Context: an optimization exercise on an open-source flow, tuned for small area, a short achievable clock period and few clock cycles per item. The choices shown serve that exercise and are no tape-out recipe.
The RTL was checked by simulation tests, not by an equivalence proof against the original design.
Power and IR drop assume default switching activity.

==> design.v <==
module bls_eval (
    input  wire         clk,
    input  wire         rst,       
    input  wire         start,     
    input  wire [1:0]   cmd,       
    input  wire [511:0] prog,      
    input  wire [6:0]   plen,      
    input  wire [31:0]  asgin,     
    input  wire [5:0]   nvin,      
    output wire         ready,
    output reg          done,
    output reg          out,
    output reg  [255:0] ttout,
    output reg  [7:0]   efault,
    output reg  [7:0]   einfo
);
    localparam integer K   = 4;           
    localparam integer LGK = 2;
    localparam integer W   = 16;          
    localparam integer LGW = 4;
    localparam integer DS  = 8;           
    localparam integer NE  = W * DS;      
    localparam integer NG  = 64 / K;      
    localparam integer LGG = 6 - LGK;
    localparam integer M   = 2 * K + 1;   
    localparam integer LGC = 8 - LGW;
    localparam [5-LGK:0] TP_IDLE = 1;   
    localparam [7:0] F_NONE       = 8'h00;
    localparam [7:0] F_BAD_CMD    = 8'h10;
    localparam [7:0] F_TOO_LONG   = 8'h11;
    localparam [7:0] F_BAD_TOKEN  = 8'h12;
    localparam [7:0] F_UNDERFLOW  = 8'h13;
    localparam [7:0] F_FINAL      = 8'h15;
    localparam [7:0] F_NO_VARS    = 8'h16;
    localparam [7:0] F_TT_LARGE   = 8'h17;
    reg            run;             
    reg            r_tt;            
    reg [31:0]     asg;             
    reg [3:0]      r_nv;            
    reg [LGG-1:0]  tp;              
    reg [6:0]      r_sp;            
    reg [2:0]      r_mode;          
    reg [LGW-1:0]  r_q;             
    reg [LGC-1:0]  r_c;             
    reg [NE-1:0]   E;               
    reg            gv;              
    reg            r_glast;         
    reg [LGG-1:0]  r_gidx;          
    reg [K-1:0]    r_var, r_not, r_bin, r_bad;    
    reg [2*K-1:0]  r_op;
    reg [5*K-1:0]  r_idx;           
    reg            wpend, wfirst, fin;
    reg [LGW-1:0]  wq;
    reg [LGC-1:0]  wc;
    reg            rdy;             
    assign ready = rdy;
    wire is_tt = (cmd == 2'd2);
    reg [8*K-1:0] fgrp;
    reg [K-1:0]   f_var, f_not, f_bin, f_bad;
    reg [6:0]     fpos;
    reg [7:0]     ftk;
    reg           fval;
    always @* begin : comb1
        integer i, t, d, p, pc, g, mm, off, h;
        fgrp = prog[8*K*tp +: 8*K];
        for (t = 0; t < K; t = t + 1) begin
            fpos = {tp, t[LGK-1:0]};
            fval = (fpos < plen);
            ftk  = fgrp[8*t +: 8];
            f_var[t] = fval && (ftk[7:5] == 3'b000);
            f_not[t] = fval && (ftk == 8'h80);
            f_bin[t] = fval && (ftk[4:0] == 5'd0) && (ftk[7:5] != 3'b000) && !ftk[7];
            f_bad[t] = fval && (ftk[7:5] != 3'b000) && !(ftk[4:0] == 5'd0 && ftk[7:5] <= 3'b100);
        end
    end
    wire [6:0]     lm1   = plen - 7'd1;
    wire [LGG-1:0] lastg = (plen == 7'd0) ? {LGG{1'b0}} : lm1[5:LGK];
    wire           flast = (tp == lastg);
    wire [K-1:0]   d_var, d_not, d_bin, d_bad;
    wire [2*K-1:0] d_op;
    wire [5*K-1:0] d_idx;
    genvar dt;
    generate
        for (dt = 0; dt < K; dt = dt + 1) begin : ddec
            wire [7:0] dtk  = prog[8*dt +: 8];
            wire       dval = (dt < plen);
            assign d_var[dt] = dval && (dtk[7:5] == 3'b000);
            assign d_not[dt] = dval && (dtk == 8'h80);
            assign d_bin[dt] = dval && (dtk[4:0] == 5'd0) && (dtk[7:5] != 3'b000) && !dtk[7];
            assign d_bad[dt] = dval && (dtk[7:5] != 3'b000) &&
                               !(dtk[4:0] == 5'd0 && dtk[7:5] <= 3'b100);
            assign d_op[2*dt +: 2]  = dtk[6:5];
            assign d_idx[5*dt +: 5] = dtk[4:0];
        end
    endgenerate
    wire [2:0]     d_mode = is_tt ? 3'd0 : LGW[2:0];
    wire [K-1:0]   k_var = run ? r_var : d_var;
    wire [K-1:0]   k_not = run ? r_not : d_not;
    wire [K-1:0]   k_bin = run ? r_bin : d_bin;
    wire [K-1:0]   k_bad = run ? r_bad : d_bad;
    wire [2*K-1:0] k_op  = run ? r_op  : d_op;
    wire [5*K-1:0] k_idx = run ? r_idx : d_idx;
    wire           tt    = run ? r_tt  : is_tt;
    wire [31:0]    asgx  = run ? asg   : asgin;
    wire [3:0]     nv    = run ? r_nv  : nvin[3:0];
    wire [6:0]     sp    = run ? r_sp  : 7'd0;
    wire [2:0]     mode  = run ? r_mode : d_mode;
    wire [LGW-1:0] q     = run ? r_q   : {LGW{1'b0}};
    wire [LGC-1:0] c     = run ? r_c   : {LGC{1'b0}};
    wire           glast = run ? r_glast : (lastg == {LGG{1'b0}});
    wire [LGG-1:0] gidx  = run ? r_gidx : {LGG{1'b0}};
    wire immflt = (cmd == 2'd3) || (is_tt && nvin == 6'd0) || (is_tt && nvin > 6'd8) ||
                  (plen > 7'd64);
    reg [K-1:0]   k_ev;             
    reg [8*K-1:0] k_ioh;            
    reg [K-1:0]   k_and, k_or, k_xor, k_hold, k_hold0;
    reg [4*K-1:0] k_lut;
    always @* begin : dec
        integer t, i;
        for (t = 0; t < K; t = t + 1) begin
            k_ev[t] = ~tt & asgx[k_idx[5*t +: 5]];
            for (i = 0; i < 8; i = i + 1)
                k_ioh[8*t + i] = (k_idx[5*t +: 5] == i);
            k_and[t]   = k_bin[t] && (k_op[2*t +: 2] == 2'd1);
            k_or[t]    = k_bin[t] && (k_op[2*t +: 2] == 2'd2);
            k_xor[t]   = k_bin[t] && (k_op[2*t +: 2] == 2'd3);
            k_hold[t]  = !k_var[t] && !k_bin[t];
            k_hold0[t] = !k_var[t] && !k_bin[t] && !k_not[t];
            k_lut[4*t+0] = k_not[t];
            k_lut[4*t+1] = k_or[t] | k_xor[t] | k_hold0[t];
            k_lut[4*t+2] = k_or[t] | k_xor[t] | k_not[t];
            k_lut[4*t+3] = k_and[t] | k_or[t] | k_hold0[t];
        end
    end
    reg [K-1:0] flt;
    reg        anyflt, fltbad;
    reg [6:0]  fltpos;
    reg        ovf;
    reg [2*K:0] dsel;               
    reg        fin1;                
    reg [2*K:0] pfo [0:K];
    reg [K:0]   nva, nbi;
    reg [K+1:0] spd;                
    reg [K:0]   hi;                 
    wire [7:0]  cap = DS << mode;
    always @* begin : ctl
        integer t, u, a, b, j, pc;
        for (j = 0; j <= K + 1; j = j + 1) spd[j] = (sp == j);
        for (j = 0; j <= K; j = j + 1) hi[j] = ({1'b0, sp} + j > cap);
        for (t = 0; t <= K; t = t + 1) begin
            nva = {(K+1){1'b0}};
            nbi = {(K+1){1'b0}};
            for (a = 0; a < (1 << t); a = a + 1) begin
                pc = 0;
                for (u = 0; u < t; u = u + 1) pc = pc + ((a >> u) & 1);
                if ((k_var & ((1 << t) - 1)) == a) nva[pc] = 1'b1;
                if ((k_bin & ((1 << t) - 1)) == a) nbi[pc] = 1'b1;
            end
            pfo[t] = {(2*K+1){1'b0}};
            for (a = 0; a <= t; a = a + 1)
                for (b = 0; b <= t; b = b + 1)
                    pfo[t][a - b + K] = pfo[t][a - b + K] | (nva[a] & nbi[b]);
        end
        dsel = pfo[K];
        for (t = 0; t < K; t = t + 1) begin
            flt[t] = k_bad[t];
            for (j = 0; j <= t; j = j + 1)
                if (spd[j] && pfo[t][K - j] && (k_not[t] || k_bin[t])) flt[t] = 1'b1;
            for (j = 0; j <= t + 1; j = j + 1)
                if (j <= K + 1 && 1 - j >= -t && spd[j] && pfo[t][K + 1 - j] && k_bin[t]) flt[t] = 1'b1;
        end
        anyflt = 1'b0;
        fltbad = 1'b0;
        fltpos = 7'd0;
        for (t = K - 1; t >= 0; t = t - 1)
            if (flt[t]) begin
                anyflt = 1'b1;
                fltbad = k_bad[t];
                fltpos = {gidx, t[LGK-1:0]};
            end
        ovf = 1'b0;
        for (t = 1; t <= K; t = t + 1)
            for (j = 1; j <= t; j = j + 1)
                if (pfo[t][K + j] && hi[j]) ovf = 1'b1;
        fin1 = 1'b0;
        for (j = 0; j <= K + 1; j = j + 1)
            if (1 - j >= -K && spd[j] && dsel[K + 1 - j]) fin1 = 1'b1;
    end
    reg [6:0] sn;
    always @* begin : spnext
        integer d;
        sn = sp;
        for (d = -K; d <= K; d = d + 1)
            if (dsel[d + K]) sn = sp + d[6:0];
    end
    reg [LGW-1:0] mmask;            
    always @* begin : comb5
        integer i, t, d, p, pc, g, mm, off, h;
        for (i = 0; i < LGW; i = i + 1) mmask[i] = (i < mode);
    end
    reg [7:0]       r_rsl;
    reg [8*LGW-1:0] r_lsl;
    function [8*LGW+7:0] vsel;
        input [LGC-1:0] fc;
        input [LGW-1:0] fq;
        input [2:0]     fm;
        input [3:0]     fn;
        input           ft;
        reg   [7:0]     rs;
        reg   [7:0]     r8;
        reg   [8*LGW-1:0] ls;
        integer i, k;
        begin
            for (i = 0; i < 8; i = i + 1)
                if (i >= LGW) rs[i] = fc[i - LGW];
                else          rs[i] = (i < fm) & fq[i];
            for (k = 0; k < 8; k = k + 1) begin
                r8[k] = 1'b0;
                for (i = 0; i < 8; i = i + 1)
                    if (k + i + 1 == fn) r8[k] = ft & rs[i];
                for (i = 0; i < LGW; i = i + 1)
                    ls[k*LGW + i] = ft && (k + i + 1 == fn) && !(i < fm);
            end
            vsel = {ls, r8};
        end
    endfunction
    wire [8*LGW+7:0] d_vsel = vsel({LGC{1'b0}}, {LGW{1'b0}}, d_mode, nvin[3:0], is_tt);
    wire [7:0]       rsl = run ? r_rsl : d_vsel[7:0];
    wire [8*LGW-1:0] lsl = run ? r_lsl : d_vsel[8*LGW+7:8];
    reg [K-1:0]     v_com;
    reg [K*LGW-1:0] v_lb;
    always @* begin : vval
        integer t, i, k;
        for (t = 0; t < K; t = t + 1) begin
            v_com[t] = k_ev[t] | |(k_ioh[8*t +: 8] & rsl);
            for (i = 0; i < LGW; i = i + 1) begin
                v_lb[t*LGW + i] = 1'b0;
                for (k = 0; k < 8; k = k + 1)
                    v_lb[t*LGW + i] = v_lb[t*LGW + i] | (k_ioh[8*t + k] & lsl[k*LGW + i]);
            end
        end
    end
    wire [W*(K+1)-1:0] F;           
    genvar l;
    generate
        for (l = 0; l < W; l = l + 1) begin : lane
            reg [M-1:0] V [0:K];
            reg         v;
            integer a, b, j;
            always @* begin
                for (j = 0; j < M; j = j + 1)
                    V[0][j] = (l*DS + j < NE) ? E[l*DS + j] : 1'b0;
                for (a = 0; a < K; a = a + 1) begin
                    v = v_com[a];
                    for (b = 0; b < LGW; b = b + 1)
                        if ((l >> b) & 1) v = v | v_lb[a*LGW + b];
                    V[a+1][0] = V[a][1] ? (V[a][0] ? ((k_var[a] & v) | k_lut[4*a+3])
                                                   : ((k_var[a] & v) | k_lut[4*a+2]))
                                        : (V[a][0] ? ((k_var[a] & v) | k_lut[4*a+1])
                                                   : ((k_var[a] & v) | k_lut[4*a+0]));
                    for (j = 1; j < M; j = j + 1)
                        V[a+1][j] = (k_var[a] & V[a][j-1]) |
                                    (k_bin[a] & (j + 1 < M ? V[a][(j + 1) % M] : 1'b0)) |
                                    (k_hold[a] & V[a][j]);
                end
            end
            assign F[l*(K+1) +: K+1] = V[K][K:0];
        end
    endgenerate
    reg [NE-1:0] En;
    always @* begin : comb8
        integer i, t, d, p, pc, g, mm, off, h;
        for (g = 0; g < NE; g = g + 1) begin
            En[g] = 1'b0;
            for (d = -K; d <= K; d = d + 1)
                if (g - d >= 0 && g - d < NE)
                    En[g] = En[g] | (dsel[d + K] & E[g - d]);
            for (mm = 0; mm <= LGW; mm = mm + 1) begin
                off = g % (DS << mm);
                h   = (g - off) / DS;
                if (mode == mm && off <= K) En[g] = F[h*(K+1) + off];
            end
        end
    end
    reg [W-1:0] resb;
    always @* begin : comb9
        integer i, t, d, p, pc, g, mm, off, h;
        for (i = 0; i < W; i = i + 1)
            resb[i] = E[(i & ~mmask) * DS];
    end
    reg [7:0] nmask;                
    always @* begin : comb10
        integer i, t, d, p, pc, g, mm, off, h;
        for (i = 0; i < 8; i = i + 1) nmask[i] = (i < nv);
    end
    wire [LGW-1:0] qmax  = mmask & nmask[LGW-1:0];
    wire [LGC-1:0] cmax  = nmask[7:LGW];
    wire           lastq = (q == qmax);
    wire           lastp = lastq && (c == cmax);
    wire           first = (q == {LGW{1'b0}}) && (c == {LGC{1'b0}});
    wire exec    = run ? gv : (start && !immflt);
    wire restart = exec && !anyflt && tt && ovf && (mode != LGW);
    wire pend    = exec && !anyflt && !restart && glast;    
    wire ok      = pend && fin1;
    always @(posedge clk) begin
        E <= En;
    end
    reg  [W-1:0] stage;
    reg  [W-1:0] dline;             
    reg  [W-1:0] qsel;              
    always @* begin : chunk
        integer b;
        for (b = 0; b < W; b = b + 1) begin
            qsel[b]  = ((b & mmask) == wq);
            dline[b] = qsel[b] ? resb[b] : stage[b];
        end
    end
    always @(posedge clk) begin : stg
        integer b;
        if (wpend)
            for (b = 0; b < W; b = b + 1)
                if (qsel[b]) stage[b] <= resb[b];
    end
    wire           wlast = wpend && (wq == qmax);
    reg  [W-1:0]   rowok;           
    always @* begin : rok
        integer b;
        for (b = 0; b < W; b = b + 1) rowok[b] = ((b & ~nmask) == 0);
    end
    wire [W-1:0]   d_lo  = rst ? {W{1'b0}} : (dline & rowok);
    wire [W-1:0]   d_hi  = (rst || wfirst) ? {W{1'b0}} : dline;
    genvar r;
    generate
        for (r = 0; r < 256 / W; r = r + 1) begin : ttch
            wire en = rst || (wlast && wc == r) || (r != 0 && wpend && wfirst);
            always @(posedge clk)
                if (en) ttout[W*r +: W] <= (r == 0) ? d_lo : d_hi;
        end
    endgenerate
    always @(posedge clk) begin : seq
        integer t;
        if (rst) begin
            run    <= 1'b0;
            rdy    <= 1'b1;
            done   <= 1'b0;
            out    <= 1'b0;
            efault <= F_NONE;
            einfo  <= 8'd0;
            tp     <= TP_IDLE;
            gv     <= 1'b0;
            r_sp   <= 7'd0;
            wpend  <= 1'b0;
            fin    <= 1'b0;
        end else begin
            done  <= 1'b0;
            wpend <= 1'b0;
            fin   <= 1'b0;
            r_var <= f_var; r_not <= f_not; r_bin <= f_bin; r_bad <= f_bad;
            for (t = 0; t < K; t = t + 1) begin
                r_op[2*t +: 2]  <= fgrp[8*t+5 +: 2];
                r_idx[5*t +: 5] <= fgrp[8*t +: 5];
            end
            r_gidx  <= tp;
            r_glast <= flast;
            tp      <= flast ? {LGG{1'b0}} : tp + 1'b1;
            if (!run) begin
                tp   <= TP_IDLE;
                gv   <= 1'b0;
                asg  <= asgin;
                r_nv <= nvin[3:0];
                if (start) begin
                    r_tt   <= is_tt;
                    r_mode <= d_mode;
                    r_q    <= {LGW{1'b0}};
                    r_c    <= {LGC{1'b0}};
                    {r_lsl, r_rsl} <= d_vsel;
                    if (cmd == 2'd3) begin
                        efault <= F_BAD_CMD;
                        einfo  <= {6'd0, cmd};
                        done   <= 1'b1;
                    end else if (is_tt && nvin == 6'd0) begin
                        efault <= F_NO_VARS;
                        einfo  <= 8'd0;
                        done   <= 1'b1;
                    end else if (is_tt && nvin > 6'd8) begin
                        efault <= F_TT_LARGE;
                        einfo  <= {2'd0, nvin};
                        done   <= 1'b1;
                    end else if (plen > 7'd64) begin
                        efault <= F_TOO_LONG;
                        einfo  <= {1'b0, plen};
                        done   <= 1'b1;
                    end else begin
                        run <= 1'b1;
                        rdy <= 1'b0;
                        gv  <= 1'b1;
                        tp  <= flast ? {LGG{1'b0}} : tp + 1'b1;
                    end
                end
            end else if (fin) begin
                efault <= F_NONE;
                einfo  <= 8'd0;
                done   <= 1'b1;
                run    <= 1'b0;
                rdy    <= 1'b1;
                tp     <= TP_IDLE;
            end else if (!gv) begin
                gv <= 1'b1;
            end
            if (exec) begin
                r_sp <= sn;
                if (anyflt) begin
                    efault <= fltbad ? F_BAD_TOKEN : F_UNDERFLOW;
                    einfo  <= {1'b0, fltpos};
                    done   <= 1'b1;
                    run    <= 1'b0;
                    rdy    <= 1'b1;
                    tp     <= TP_IDLE;
                end else if (restart) begin
                    r_mode <= mode + 3'd1;
                    r_q    <= {LGW{1'b0}};
                    r_c    <= {LGC{1'b0}};
                    {r_lsl, r_rsl} <= vsel({LGC{1'b0}}, {LGW{1'b0}}, mode + 3'd1, nv, tt);
                    r_sp   <= 7'd0;
                    gv     <= 1'b0;
                    tp     <= {LGG{1'b0}};
                end else if (pend) begin
                    r_sp <= 7'd0;
                    if (!fin1) begin
                        efault <= F_FINAL;
                        einfo  <= {1'b0, sn};
                        done   <= 1'b1;
                        run    <= 1'b0;
                        rdy    <= 1'b1;
                        tp     <= TP_IDLE;
                    end else if (!tt) begin
                        out    <= F[0];
                        efault <= F_NONE;
                        einfo  <= 8'd0;
                        done   <= 1'b1;
                        run    <= 1'b0;
                        rdy    <= 1'b1;
                        tp     <= TP_IDLE;
                    end else begin
                        wpend  <= 1'b1;
                        wq     <= q;
                        wc     <= c;
                        wfirst <= first;
                        if (lastp) begin
                            fin <= 1'b1;
                            gv  <= 1'b0;
                        end else begin
                            if (lastq) begin
                                r_q <= {LGW{1'b0}};
                                r_c <= c + 1'b1;
                                {r_lsl, r_rsl} <= vsel(c + 1'b1, {LGW{1'b0}}, mode, nv, tt);
                            end else begin
                                r_q <= q + 1'b1;
                                {r_lsl, r_rsl} <= vsel(c, q + 1'b1, mode, nv, tt);
                            end
                            if (!run) begin
                                gv <= 1'b0;
                                tp <= {LGG{1'b0}};
                            end
                        end
                    end
                end
            end
        end
    end
endmodule
==> run.sh <==
#!/bin/bash
# synth_recipe.tcl (not shown) runs the flow's synth.tcl, then flattens the netlist and writes it again
# the make line also repeats each setting of config.mk as NAME=value (left out here)
make -C /OpenROAD-flow-scripts/flow DESIGN_CONFIG=/design/flow/config.mk WORK_HOME=/design/flow/orfs CLKGATE_MAP_FILE= SYNTH_SCRIPT=/design/flow/synth_recipe.tcl finish
==> config.mk <==
export PLATFORM = sky130hd
export DESIGN_NAME = bls_eval
export DESIGN_NICKNAME = bls_eval
export VERILOG_FILES = /design/flow/design.v
export SDC_FILE = /design/flow/constraint.sdc
export NUM_CORES = 4
export LEC_CHECK = 0
export ABC_AREA = 1
export CAP_MARGIN = 20
export CORE_MARGIN = 2
export CORE_UTILIZATION = 30
export SETUP_SLACK_MARGIN = 5
export SLEW_MARGIN = 20
==> constraint.sdc <==
create_clock -name core_clock -period 10.0 [get_ports {clk}]
set_input_delay 2.0000 -clock core_clock [delete_from_list [all_inputs] [get_ports {clk}]]
set_output_delay 2.0000 -clock core_clock [all_outputs]
set_load 0.01 [all_outputs]
==> summary.md <==
| Metric | Value |
|---|---|
| Status | timing/DRC/antenna clean |
| Cell Rows | 148 |
| Mapped Nets | 7626 |
| CTS H-tree lvls | 3 |
| Initial antenna violation count | 32 |
| Largest net degree at the start of global routing | 129 |
| CP cell instances | clkdlybuf4s50_1 > nor3_2 > nand3_2 > o31ai_4 > clkinv_2 > nand2_1 > nand2_1 > clkinvlp_4 > nand2_1 > nand3_1 > nand3_1 > nand2_1 > inv_1 |
| Synth Warn # | 18 |
| Worst EP required | 10600 ps |
| Hold Buf Count CTS | 0 |
| FF-to-FF Start | run |
| Buf+Inv Stages, Crit Path | 4 |
| Root Driver | clkbuf_16 |
| HP Class | register to register |
| Ys flop type | edfxtp_1 |
| Post-Syn Instances | 7006 |
| DP Worst Slack | 1695 ps |
| DR WL/cell | 30.12 µm |
| Chip Height | 407.6 µm |
| Seq/Total Area, Yosys | 0.3231 |
| WS Path Type | primary input to register |
| CP top delay family | buffers and inverters |
| Iter 0 DRT Violations | 8693 |
| Post-synth design cell area | 48880 µm² |
| Worst setup SP type | primary input |
| ANT nets after route | 0 |
| RSZ-0062 raised after global routing | yes |
| Yosys top cell area share | 0.2568 |
| Synth top area cells | edfxtp_1, nand2_1, o221ai_1 |
| Post-synth EDFFs | 418 |
| IO Port Bufs | 836 |
| Critical path launch point | prog[27] |
| Max Slew Vio Count | 0 |
| Initial Utilization | 0.3013 |
| Dpl hpwl | 205200 µm |
| Leak pwr | 26.57 nW |
| First-pass GRT wire length | 414500 µm |
| Peak supply drop | 0.1205 mV |
| Worst hold slack | 450.1 ps |
| Area growth, synth to finish | 37.42% |
| Most frequent cell after synthesis | nand2_1 |
| Total number of vias | 62250 |
| Asr flop ratio synth | 0 |
| Die width | 407.6 µm |
| GRT overflow | 0 |
| Setup_tns | 0 ps |
| Clk sinks | 580 |
| Synth cell count leaders | nand2_1, inv_1, nand3_1 |
| Final setup vio count | 0 |
| Distinct cells, synth | 82 |
| Synth Register Bits | 580 |
| Core region area | 162200 µm² |
| CP max stage delay | 680 ps |
| Final core utilization | 0.4141 |
| CTS tree | yes |
| Num CTS Buffers | 72 |
| Fin Clk Skew | 39.67 ps |
| Slew @ Worst Pin | 1259 ps |
| CP Data Arrival Time | 5810 ps |
| Die area | 166200 µm² |
| Share of cells above drive strength 1 | 0.1597 |
| Yosys top cell by area | edfxtp_1 |
| Final WS setup | 4792 ps |
| GRT Total Usage | 0.3348 |
| Worst setup EP type | register |
| Placer congestion estimate | 0.9990 |
| Final min period | 5208 ps |
| CP max FO | 17 |
| WL final | 303400 µm |
| Max Clock Freq | 192.0 MHz |
| Hold_sp | efault[6] |
| Final hold viol count | 0 |
| Clock Latency Late Sink | 740 ps |
| Max-capacitance violation count | 0 |
| Power Dens Cells | 185.3 nW/µm² |
| Vias in the first global route | 57310 |
| Reg clk slew, reported paths | 50 ps |
| Slowest-stage cell, CP | o31ai_4 |
| Final nets | 8440 |
| 1st-pass router iterations | 9 |
| DRC errors left | 0 |
| Avg Cell Area, Syn | 6.977 µm² |
| Vias per cell | 6.181 |
| Period utilization | 0.5208 |
| IO Pins | 837 |
| Max clock buf depth | 3 |
| Slew headroom | 0.1569 |
| Most used cell, CP | nand2_1 |
## cell usage in the layout, fill, tap and decap left out, types with 33 or more instances in the layout
cell type        netlist  layout
a22oi_1               87      84
o22ai_1              254     252
o21ai_2               33      59
nand2_1             1983    1871
nor3_1                72      58
nor2_1               439     379
nor2_2                29      45
o221ai_1             411     403
nand3_1              477     425
ha_1                  58      48
a221oi_1              98      63
o211ai_1              80      80
inv_1                549     491
nand3_2               13      53
nand4_1               46      46
clkbuf_16              0      84
a211oi_1              33      33
o21ai_1               51      59
edfxtp_1             418     418
buf_12                 4      41
o21ai_0              254     208
clkdlybuf4s50_1        0     800
inv_2                 56      72
nand2_2               61     122
a21oi_1              423     396
o2111ai_1             37      37
nand2_4               18      59
buf_4                 22     255
nor2_4                11      57
xor2_1                41      41
buf_6                 35      44
a221oi_2               0      35
a31oi_1               61      61
clkinv_1              50      50
dfxtp_1              162     157
## routing by layer
layer | vias to the layer above | global-route usage | part of all wire
li1 | 26740 | - | -
met5 | - | 0.004885 | 0.00053
met1 | 29340 | 0.3926 | 0.36
met3 | 1272 | 0.1034 | 0.12
met2 | 4872 | 0.5183 | 0.43
met4 | 22 | 0.2384 | 0.092
## final timing paths
check                                  to  slack (ps)  cells after the start
worst min register to register  efault[6]         450                      2
worst max-delay path                E[32]        4790                     13
worst min-delay path            efault[6]         450                      2
worst max register to register  r_lsl[11]        4850                     27
## through the flow
step | cell area [µm²] | std cells | power, mW
2_1_floorplan | 49700 | 7006 | 6.838
3_3_place_gp | 59210 | 9653 | 8.742
3_5_place_dp | 59210 | 9653 | 8.793
4_1_cts | 64330 | 9936 | 11.77
5_1_grt | 67150 | 10060 | 12.89
6_report | 67170 | 10070 | 12.44
## cells by family (layout without fill, tap and decap cells)
group	count (synthesis)	in the layout	share of synthesized area
compound gates	1935	1936	0.2706
simple gates	3245	3257	0.2842
fa+ha+maj	58	58	0.01485
xor+xnor	45	45	0.008063
buf+inv	1140	1997	0.09847
mux	3	3	0.0006144
flops	580	580	0.3231
other cells	0	20	0
## registers in the layout (all words and copies together), names as in the netlist, 7 cells and up
name	count
asg	32
r_idx	20
r_rsl	8
ttout	256
efault	8
r_lsl	32
einfo	8
r_op	8
stage	16
E	128
r_sp	7
## worst reg2reg max path, stage by stage (launching register included)
cell,delay (ps)
dfxtp_4,620
buf_4,600
nand2_1,620
nand2_8,250
clkinvlp_4,180
buf_12,170
ha_4,160
nor2_4,110
nand2_1,70
nand2_2,140
buf_6,130
inv_1,50
nand2_1,60
nand3_2,90
nand2_1,70
nand4_1,120
nand2_2,110
nand4_4,110
nor2_4,230
nand3_4,110
nor2_4,140
buf_6,140
nand2_8,160
buf_12,210
nand2_2,50
o21ai_1,50
nand2_1,70
o31ai_2,60
## repair_timing
action / in CTS / in global routing
pin swaps: 56 / 144
setup endpoints to repair: 696 / 365
buffers inserted: 132 / 97
cloned: 21 / 14
gates resized for setup: 399 / 437
## area by class of cell
type,instances,area (µm²)
clock buffer,91,1954
inverter,661,2743
tap,2175,2721
fill,16670,95050
timing repair buffer,1202,12340
clock inverter,39,545.5
antenna,20,50.05
multi-input combinational,5299,30950
sequential,580,15810
timing repair inverter,4,57.56
## power by group
part	internal, mW	leakage (nW)	switching, mW
clock	1.60	1.21	1.24
sequential	2.96	5.56	0.613
combinational	1.97	19.8	4.07
total	6.52	26.6	5.92
Testbench counts, summed over its fixed seeds: cycles 6,932, commands 384.

## static timing again, ports no longer ideal
The flow's constraints put no driver on any port. The routed layout listed below was extracted and timed again, unchanged, in two steps.
Step 1: set_driving_cell puts a clkbuf_16 on clk and a buf_2 on each other input, an assumption about the parent block.
Step 2 adds t to the input delays and takes it off the output delays; t is the mean of the earliest and latest rising clock arrival at the registers after step 1. Input paths then give back, and output paths get back, about the clock's delay inside the block.
Three values: ideal, step 1, step 2; two values: the first two.
shift t [ns]: 0.801
setup WS [ns]: 4.792 / 4.842 / 4.041
worst data-port slew with drivers (ns): 0.24
pins driven straight from the clock port: 1
After both steps setup and hold are still met in this run. The setup slack of this run moves by +0.050 ns with the drivers and by -0.751 ns with both steps.
